Context: an optimization exercise on an open-source flow, tuned for small area and few clock cycles per item. The choices shown serve that exercise and are no tape-out recipe.
At most, simulation tests tie the RTL to the original design; equivalence was not proved.
Power and IR drop assume default switching activity.

==> run P <==
## ax5031_qunit
module ax5031_qunit (
    input  wire        clk,
    input  wire        rst,
    input  wire        in_valid,
    output wire        in_ready,
    input  wire [31:0] in_v,
    output reg         out_valid,
    input  wire        out_ready,
    output wire [32:0] out_q
);
clock: 10.0 ns
lec_check: 0
cap_margin: 20
core_margin: 2
core_utilization: 40
cts_buf_list: sky130_fd_sc_hd__clkbuf_8
place_density: 0.6
slew_margin: 20
synth_hierarchical: 1
synth_minimum_keep_size: 0
standard.sh (not shown) runs the stock make flow with config.mk's settings and CLKGATE_MAP_FILE= SYNTH_SCRIPT=/design/flow/synth_recipe.tcl, a recipe that flattens the netlist after the stock synthesis.
==> flow/flow/run.sh <==
#!/bin/bash
# The standard layout (the standard.sh), with the ports buffered by the
# smallest buffer cell instead of ORFS's default choice.
set -euo pipefail
export BUFFER_PORTS_ARGS="-buffer_cell sky130_fd_sc_hd__buf_1"
bash standard.sh > standard_flow.log 2>&1
==> run Y: changes against run P <==
--- a/flow/config.mk
+++ b/flow/config.mk
@@ -5,11 +5,11 @@
 export SDC_FILE = /design/flow/constraint.sdc
 export NUM_CORES = 4
 export LEC_CHECK = 0
-export CAP_MARGIN = 20
+export CAP_MARGIN = 0
 export CORE_MARGIN = 2
 export CORE_UTILIZATION = 40
 export CTS_BUF_LIST = sky130_fd_sc_hd__clkbuf_8
 export PLACE_DENSITY = 0.6
-export SLEW_MARGIN = 20
+export SLEW_MARGIN = 0
 export SYNTH_HIERARCHICAL = 1
 export SYNTH_MINIMUM_KEEP_SIZE = 0
==> comparison table <==
| quantity | run Y | run P |
|---|---|---|
| Setup-violating endpoint count in the final report | 0 | 0 |
| Area occupied by multi-input gates | 6725 um2 | 6725 um2 |
| Total iterations of the first detailed-routing run | 5 | 5 |
| Hold Crit Start | out_valid$_SDFFE_PP0N_ | out_valid$_SDFFE_PP0N_ |
| Number of port buffers | 70 | 70 |
| Flip-flop count of the largest register after layout | 33 | 33 |
| Clock Sinks | 34 | 34 |
| Overflow left after global routing | 0 | 0 |
| Fill cell count | 1793 | 1793 |
| End point of the critical path | q_r[16]$_DFFE_PP_ | q_r[16]$_DFFE_PP_ |
| Number of global-route vias before repair | 5788 | 5788 |
| Fin Hold WS | 0.5092 ns | 0.5092 ns |
| Routability Congestion | 0.9912 | 0.9912 |
| DP HPWL | 19.84 mm | 19.84 mm |
| Simple logic cell fraction of the synthesized area | 5.892% | 5.892% |
| Status | finished clean | finished clean |
| Crit Reg-Reg Endpoint | q_r[12]$_DFFE_PP_ | q_r[12]$_DFFE_PP_ |
| Cell count of the worst reg-to-reg path | 3 | 3 |
| Logic depth of the worst setup path including buffers | 24 | 24 |
| Post-Synth XOR/XNOR Area | 6.079% | 6.079% |
| Top layer reached by signal wires | met4 | met4 |
| Die H | 145.8 um | 145.8 um |
| Number of well taps | 265 | 265 |
Testbench counts of run P, summed over its fixed seeds: cycles 6,006, items 6,000.
Testbench counts of run Y, summed over its fixed seeds: cycles 6,006, items 6,000.

* * *

==> inputs of umber <==
Another version of the RTL of ax5031_qunit (not shown whole).
export LEC_CHECK = 0
export CAP_MARGIN = 20
export CORE_MARGIN = 2
export CORE_UTILIZATION = 55
export CTS_BUF_LIST = sky130_fd_sc_hd__clkbuf_4
export CTS_CLUSTER_DIAMETER = 60
export CTS_CLUSTER_SIZE = 6
export GPL_TIMING_DRIVEN = 0
export PLACE_DENSITY = 0.75
export SLEW_MARGIN = 20
export SYNTH_HIERARCHICAL = 1
export SYNTH_MINIMUM_KEEP_SIZE = 0
create_clock -name core_clock -period 10.0 [get_ports {clk}]
Scripts as last shown in full above: flow/flow/run.sh
==> violet: changes against umber <==
--- a/flow/config.mk
+++ b/flow/config.mk
@@ -9,3 +9,3 @@
 export CORE_MARGIN = 2
-export CORE_UTILIZATION = 55
+export CORE_UTILIZATION = 40
 export CTS_BUF_LIST = sky130_fd_sc_hd__clkbuf_4
@@ -14,3 +14,3 @@
 export GPL_TIMING_DRIVEN = 0
-export PLACE_DENSITY = 0.75
+export PLACE_DENSITY = 0.6
 export SLEW_MARGIN = 20
==> summary.txt <==
- Between violet and umber, the lower utilization is in violet (gap 16 points).
- Between violet and umber, the lower total power is in violet (gap 0.51%, measured against umber).
- In sequential power, violet and umber hardly differ.
- In synthesized area, umber and violet do not differ.
- Between umber and violet, the lower global-route usage is in violet (gap 7.7 points).
- Between violet and umber, the lower design area is in umber (gap about 0.9%, measured against umber).
Testbench counts of umber, summed over its fixed seeds: cycles 6,006, items 6,000.
Testbench counts of violet, summed over its fixed seeds: cycles 6,006, items 6,000.

* * *

==> run a: inputs <==
Another version of the RTL of ax5031_qunit (not shown whole).
==> flow/design.v (excerpt) <==
module ax5031_qunit (
    input  wire        clk,
    input  wire        rst,
    input  wire        in_valid,
    output wire        in_ready,
    input  wire [31:0] in_v,
    output reg         out_valid,
    input  wire        out_ready,
    output wire [32:0] out_q
);
clock: 10.0 ns
lec_check: 0
cap_margin: 20
core_margin: 2
core_utilization: 40
cts_buf_list: sky130_fd_sc_hd__clkbuf_8
cts_cluster_diameter: 500
cts_cluster_size: 40
gpl_timing_driven: 0
place_density: 0.6
slew_margin: 20
synth_hierarchical: 1
synth_minimum_keep_size: 0
Scripts as last shown in full above: flow/flow/run.sh
==> run b: changes against run a <==
--- a/flow/config.mk
+++ b/flow/config.mk
@@ -10,6 +10,4 @@
 export CORE_UTILIZATION = 40
 export CTS_BUF_LIST = sky130_fd_sc_hd__clkbuf_8
-export CTS_CLUSTER_DIAMETER = 500
-export CTS_CLUSTER_SIZE = 40
 export GPL_TIMING_DRIVEN = 0
 export PLACE_DENSITY = 0.6
==> summary of the runs <==
In sequential power, run b and run a hardly differ.
First-iteration DRC count is the same in run a and run b.
Synthesized area is the same in run b and run a.
In synthesized cell count, run a and run b do not differ.
Critical path depth is the same in run a and run b.
==> figures <==
|  | run a | run b |
|---|---|---|
| Reg2Reg Launch Point | out_valid | out_valid |
| Violation count after the first detailed-route iteration | 265 | 265 |
| Startpoint kind of the worst setup timing path | input pin | input pin |
| Via count of the first global-routing pass | 5,111 | 5,111 |
| Worst Min Path Start | out_valid | out_valid |
| Relative area of clock buffers and inverters in the final design | 1.00% | 1.00% |
| Simple-gate area share of the yosys netlist | 5.79% | 5.79% |
| Sequential cell area share | 12.5% | 12.5% |
| Result of the run | complete, no violations | complete, no violations |
| Sequential share of power | 12.6% | 12.6% |
| Cell kind with the greatest summed area | multi-input gates | multi-input gates |
Testbench counts of run a, summed over its fixed seeds: cycles 6,006, items 6,000.
Testbench counts of run b, summed over its fixed seeds: cycles 6,006, items 6,000.

* * *

==> 06-18: inputs <==
Another version of the RTL of ax5031_qunit (not shown whole).
## ax5031_qunit
module ax5031_qunit (
    input  wire        clk,
    input  wire        rst,
    input  wire        in_valid,
    output wire        in_ready,
    input  wire [31:0] in_v,
    output reg         out_valid,
    input  wire        out_ready,
    output wire [32:0] out_q
);
Settings: LEC_CHECK=0, CAP_MARGIN=20, CORE_MARGIN=2, CORE_UTILIZATION=40, PLACE_DENSITY=0.6, SLEW_MARGIN=20, SYNTH_HIERARCHICAL=1, SYNTH_MINIMUM_KEEP_SIZE=0; clock period 10.0 ns.
run.sh (not shown) runs the stock make flow with config.mk's settings and CLKGATE_MAP_FILE= SYNTH_SCRIPT=/design/flow/synth_recipe.tcl, a recipe that flattens the netlist after the stock synthesis.
Stock flow here: none of the scripts above is used.
==> 12-19 (differences from 06-18) <==
==> flow/flow/run.sh (new file) <==
#!/bin/bash
# The standard layout (the standard.sh), with the ports buffered by the
# smallest buffer cell instead of ORFS's default choice.
set -euo pipefail
export BUFFER_PORTS_ARGS="-buffer_cell sky130_fd_sc_hd__buf_1"
bash standard.sh > standard_flow.log 2>&1
==> flow/standard.sh (new file) <==
#!/bin/bash
# synth_recipe.tcl (not shown) runs the flow's synth.tcl, then flattens the netlist and writes it again
# the make line also repeats each setting of config.mk as NAME=value (left out here)
make -C /OpenROAD-flow-scripts/flow DESIGN_CONFIG=/design/flow/config.mk WORK_HOME=/design/flow/orfs CLKGATE_MAP_FILE= SYNTH_SCRIPT=/design/flow/synth_recipe.tcl "${@:-finish}"
removed: flow/run.sh
==> qor summary <==
metric                                                                      06-18           12-19
Post-layout nets                                                             1007            1002
Share of the final layout cell area in multi-input gates                    74.5%           78.2%
Proportion of total power due to net switching                              45.9%           47.3%
Power in the clock group                                                   145 uW          148 uW
Worst Tran Pin Value                                                       784 ps          855 ps
Total length of routed wires                                        22600 microns   22500 microns
Destination of the worst register-to-register timing path                 q_r[20]         q_r[14]
Power attributed to combinational cells                                   2870 uW         2790 uW
Clock network fraction of design power                                       4.3%            4.4%
Final Hold Slack                                                           532 ps          524 ps
Total power of the final layout                                           3400 uW         3330 uW
Share of power burned in registers                                          11.4%           11.6%
Arrival time of data at the critical path endpoint                        8850 ps         8380 ps
Global routing met1 resource utilization                                    28.5%           28.6%
Final standard cell count with taps included and fillers excluded             925             920
Longest individual stage delay on the worst path                           910 ps          590 ps
Proportion of power drawn by combinational gates                            84.3%           83.9%
Routing usage on met2                                                       37.2%           36.1%
Result of the run                                                  finished clean  finished clean
Net load switching power                                                  1560 uW         1570 uW
No run of this note included a check of the RTL's function; only the layout flow was run.

* * *

==> inputs of exp/yarrow <==
ax5031_qunit, a different RTL version from the one above (not shown whole).
==> flow/config.mk <==
export PLATFORM = sky130hd
export DESIGN_NAME = ax5031_qunit
export DESIGN_NICKNAME = ax5031_qunit
export VERILOG_FILES = /design/flow/design.v
export SDC_FILE = /design/flow/constraint.sdc
export NUM_CORES = 4
export LEC_CHECK = 0
export CAP_MARGIN = 20
export CORE_MARGIN = 2
export CORE_UTILIZATION = 40
export CTS_BUF_LIST = sky130_fd_sc_hd__clkbuf_4
export PLACE_DENSITY = 0.6
export SLEW_MARGIN = 20
export SYNTH_HIERARCHICAL = 1
export SYNTH_MINIMUM_KEEP_SIZE = 0
==> flow/constraint.sdc <==
create_clock -name core_clock -period 10.0 [get_ports {clk}]
set_input_delay 2.0000 -clock core_clock [delete_from_list [all_inputs] [get_ports {clk}]]
set_output_delay 2.0000 -clock core_clock [all_outputs]
set_load 0.01 [all_outputs]
standard.sh (not shown) runs the stock make flow with config.mk's settings and CLKGATE_MAP_FILE= SYNTH_SCRIPT=/design/flow/synth_recipe.tcl, a recipe that flattens the netlist after the stock synthesis.
==> flow/flow/run.sh <==
#!/bin/bash
# The standard layout (the standard.sh), with the ports buffered by the
# smallest buffer cell instead of ORFS's default choice.
set -euo pipefail
export BUFFER_PORTS_ARGS="-buffer_cell sky130_fd_sc_hd__buf_1"
bash standard.sh > standard_flow.log 2>&1
==> exp/amber (differences from exp/yarrow) <==
--- a/flow/config.mk
+++ b/flow/config.mk
@@ -8,7 +8,6 @@
 export CAP_MARGIN = 20
 export CORE_MARGIN = 2
 export CORE_UTILIZATION = 40
-export CTS_BUF_LIST = sky130_fd_sc_hd__clkbuf_4
 export PLACE_DENSITY = 0.6
 export SLEW_MARGIN = 20
 export SYNTH_HIERARCHICAL = 1
==> notes <==
Against exp/yarrow, the worst hold slack of exp/amber is lower by 7.0 ps.
Clock skew: exp/yarrow is higher than exp/amber (10 ps).
Against exp/amber, the via count of exp/yarrow is higher by about 0.46%.
In non-clock buffer count, exp/yarrow and exp/amber do not differ.
Of exp/yarrow and exp/amber, exp/amber has the higher register-to-register slack (gap 20 ps).
Against exp/amber, the maximum frequency of exp/yarrow is larger by 1.1%.
Utilization: exp/yarrow is lower than exp/amber (0.41 points).
In sequential cell count, exp/amber and exp/yarrow do not differ.
In combinational power, exp/amber and exp/yarrow hardly differ.
Between exp/yarrow and exp/amber, the lower clock power is in exp/yarrow (gap about 50%, measured against exp/amber).
Function was not checked in any run of this note: the RTL went through the layout flow alone.

* * *

==> inputs of willow <==
ax5031_qunit, a different RTL version from the one above (not shown whole).
// ax5031_qunit
module ax5031_qunit (
    input  wire        clk,
    input  wire        rst,
    input  wire        in_valid,
    output wire        in_ready,
    input  wire [31:0] in_v,
    output reg         out_valid,
    input  wire        out_ready,
    output wire [32:0] out_q
);
clock: 10.0 ns
lec_check: 0
cap_margin: 20
core_margin: 2
core_utilization: 40
cts_buf_list: sky130_fd_sc_hd__clkbuf_4
cts_cluster_diameter: 40
cts_cluster_size: 4
gpl_timing_driven: 0
place_density: 0.6
slew_margin: 20
synth_hierarchical: 1
synth_minimum_keep_size: 0
Scripts as last shown in full above: flow/flow/run.sh
==> inputs of tundra, as changes to willow <==
CTS_CLUSTER_DIAMETER = 60   (was 40)
CTS_CLUSTER_SIZE = 6   (was 4)
==> qor summary <==
metric                                                           tundra                   willow
Final net count                                                     898                      898
Status                                          complete, no violations  complete, no violations
Met3 Routed Length                                              1233 um                  1233 um
Detail Route met2 WL                                            9323 um                  9323 um
XOR/XNOR Fraction of Synth Area                                 0.06483                  0.06483
Number of buffers added on ports                                     70                       70
Mean post-synth cell area                                     14.07 um2                14.07 um2
Power in sequential cells                                      0.367 mW                 0.367 mW
Combinational gate power                                        2.39 mW                  2.39 mW
Area added between synthesis and finish                          8.318%                   8.318%
DR iter-0 viols                                                     231                      231
Number of instances in the synthesized netlist                      528                      528
Antenna violations before repair                                      0                        0
Post-route antenna net violation count                                0                        0
Most instantiated library cell after synthesis    sky130_fd_sc_hd__fa_1    sky130_fd_sc_hd__fa_1
Overall routing resource usage                                   0.2029                   0.2029
Vias per Instance                                                 5.151                    5.151
Sequential area share after synthesis                            0.1360                   0.1360
Testbench counts of willow, summed over its fixed seeds: cycles 6,006, items 6,000.
Testbench counts of tundra, summed over its fixed seeds: cycles 6,006, items 6,000.

* * *

==> inputs of wip/garnet <==
Another version of the RTL of ax5031_qunit (not shown whole).
clock: 10.0 ns
lec_check: 0
cap_margin: 20
core_margin: 2
core_utilization: 40
cts_buf_list: sky130_fd_sc_hd__clkbuf_8
gpl_timing_driven: 0
place_density: 0.6
slew_margin: 20
synth_hierarchical: 1
synth_minimum_keep_size: 0
Scripts as last shown in full above: flow/flow/run.sh
==> inputs of wip/umber, as changes to wip/garnet <==
Settings changed: GPL_TIMING_DRIVEN 0 to not set.
==> summary of the runs <==
wip/garnet passed the timing, DRC and antenna checks. wip/umber produced a clean layout. In sequential power, wip/umber and wip/garnet hardly differ. Non-clock buffer count: wip/garnet is lower than wip/umber (17). Die area is the same in wip/umber and wip/garnet. Between wip/umber and wip/garnet, the lower via count is in wip/garnet (gap 2.2%, measured against wip/garnet). Synthesized area is the same in wip/garnet and wip/umber. Sequential share of layout area: wip/garnet is higher than wip/umber (0.19 points). Register-to-register slack: wip/garnet is worse than wip/umber (0.16 ns). In wip/garnet the clock skew is higher than in wip/umber, by 0.0013 ns. In wip/umber the clock power is larger than in wip/garnet, by about 20%.
==> figures <==
| quantity | wip/umber | wip/garnet |
|---|---|---|
| P_comb | 2.98 mW | 2.90 mW |
| CP max stage delay | 0.54 ns | 0.60 ns |
| GPL Wtd Cong | 1.02 | 1.00 |
| Worst Path Arrival | 9.24 ns | 9.44 ns |
| Layout Utilization | 0.447 | 0.440 |
| Hold slack | 0.524 ns | 0.512 ns |
| Sequential cell power | 0.382 mW | 0.381 mW |
| Share of total power in the clock network | 0.035 | 0.031 |
| Crit path launch | in_v[13] | in_v[4] |
| Nonclk buf count | 87 | 70 |
| First-iteration detailed-routing DRC count | 249 | 233 |
| Final cell area excluding filler cells | 8650 sq um | 8510 sq um |
| Clk pwr | 0.123 mW | 0.106 mW |
| Fin crit share | 0.921 | 0.939 |
| Slew headroom | 0.362 | 0.259 |
| Switching power summed over all nets | 1.66 mW | 1.61 mW |
| Final standard cell count with taps included and fillers excluded | 920 | 903 |
| First-pass GRT wire length | 32.2 mm | 30.6 mm |
| Outcome | finished clean | finished clean |
Function was not checked in any run of this note: the RTL went through the layout flow alone.

* * *

==> onyx <==
ax5031_qunit, a different RTL version from the one above (not shown whole).
Settings: LEC_CHECK=0, CAP_MARGIN=20, CORE_MARGIN=2, CORE_UTILIZATION=40, CTS_BUF_LIST=sky130_fd_sc_hd__clkbuf_8, GPL_TIMING_DRIVEN=0, PLACE_DENSITY=0.6, SLEW_MARGIN=20, SYNTH_HIERARCHICAL=1, SYNTH_MINIMUM_KEEP_SIZE=0; clock period 10.0 ns.
Scripts as last shown in full above: flow/flow/run.sh
==> inputs of harbor, as changes to onyx <==
Settings changed: CTS_BUF_LIST sky130_fd_sc_hd__clkbuf_8 to sky130_fd_sc_hd__clkbuf_4, CTS_CLUSTER_DIAMETER set to 60, CTS_CLUSTER_SIZE set to 6.
==> inputs of delta, as changes to onyx <==
Settings changed: CTS_BUF_LIST sky130_fd_sc_hd__clkbuf_8 to sky130_fd_sc_hd__clkbuf_4 sky130_fd_sc_hd__clkbuf_8.
==> summary of the runs <==
Between onyx and harbor, the lower clock-buffer cell count is in onyx (gap 2). Synthesized cell count is the same in delta and onyx. Clock skew: onyx < delta < harbor. In sequential power, onyx and harbor hardly differ. Of delta and harbor, harbor has the higher wire length (gap about 0.47%, measured against harbor). In synthesized area, delta and harbor do not differ. Between delta and harbor, the lower hold slack is in delta (gap 4.8 ps). The lowest sequential share of layout area belongs to delta, the highest to harbor. Core utilization: harbor is lower than onyx (0.13 points). Clock power: harbor < onyx < delta. Global-route usage, highest first: harbor, delta, onyx.
No functional check of the RTL was part of any run of this note.

[re-timing with driven ports]
The results above use ideal ports. As a check the final layouts listed here were re-extracted and re-timed, cells and wires unchanged. Step 1: set_driving_cell puts a clkbuf_16 on clk and a buf_2 on each other input, an assumption about the parent block. Step 2, shift: input delay + t, output delay - t, t = (earliest + latest rising clock arrival at the registers) / 2. This alone moves slack from input paths to output paths. Three values: no drivers, after step 1, after step 2; two values: the first two.
| run | shift t [ns] | setup WS [ns] | worst hold slack (ns) | slew at the worst register clock pin (ns) |
|---|---|---|---|---|
| run P | 0.322 | 1.180 / 1.183 / 0.862 | 0.509 / 0.509 / 0.509 | 0.07 / 0.07 |
| run Y | 0.322 | 1.180 / 1.183 / 0.862 | 0.509 / 0.509 / 0.509 | 0.07 / 0.07 |
| umber | 0.364 | 0.421 / 0.423 / 0.058 | 0.534 / 0.534 / 0.534 | 0.10 / 0.10 |
| violet | 0.356 | 0.302 / 0.316 / -0.040 | 0.540 / 0.540 / 0.540 | 0.10 / 0.10 |
| run a | 0.318 | 0.791 / 0.793 / 0.475 | 0.526 / 0.526 / 0.526 | 0.07 / 0.07 |
| run b | 0.318 | 0.791 / 0.793 / 0.475 | 0.526 / 0.526 / 0.526 | 0.07 / 0.07 |
| 06-18 | 0.315 | 1.181 / 1.193 / 0.878 | 0.532 / 0.532 / 0.532 | 0.05 / 0.05 |
| 12-19 | 0.316 | 1.643 / 1.642 / 1.327 | 0.524 / 0.524 / 0.524 | 0.05 / 0.05 |
| exp/yarrow | 0.373 | 1.631 / 1.633 / 1.259 | 0.526 / 0.526 / 0.526 | 0.12 / 0.12 |
| exp/amber | 0.316 | 1.535 / 1.543 / 1.227 | 0.519 / 0.519 / 0.519 | 0.06 / 0.06 |
| willow | 0.377 | 0.911 / 0.913 / 0.536 | 0.527 / 0.527 / 0.527 | 0.11 / 0.11 |
| tundra | 0.377 | 0.911 / 0.913 / 0.536 | 0.527 / 0.527 / 0.527 | 0.11 / 0.11 |
| wip/garnet | 0.316 | 0.605 / 0.607 / 0.291 | 0.512 / 0.512 / 0.512 | 0.07 / 0.07 |
| wip/umber | 0.320 | 0.793 / 0.798 / 0.478 | 0.524 / 0.524 / 0.524 | 0.07 / 0.07 |
| onyx | 0.316 | 0.714 / 0.716 / 0.400 | 0.524 / 0.524 / 0.524 | 0.07 / 0.07 |
| harbor | 0.372 | 0.832 / 0.832 / 0.460 | 0.529 / 0.529 / 0.529 | 0.11 / 0.11 |
| delta | 0.316 | 0.715 / 0.716 / 0.400 | 0.524 / 0.524 / 0.524 | 0.07 / 0.07 |
Met with ideal ports but missed after step 2: setup timing in violet.
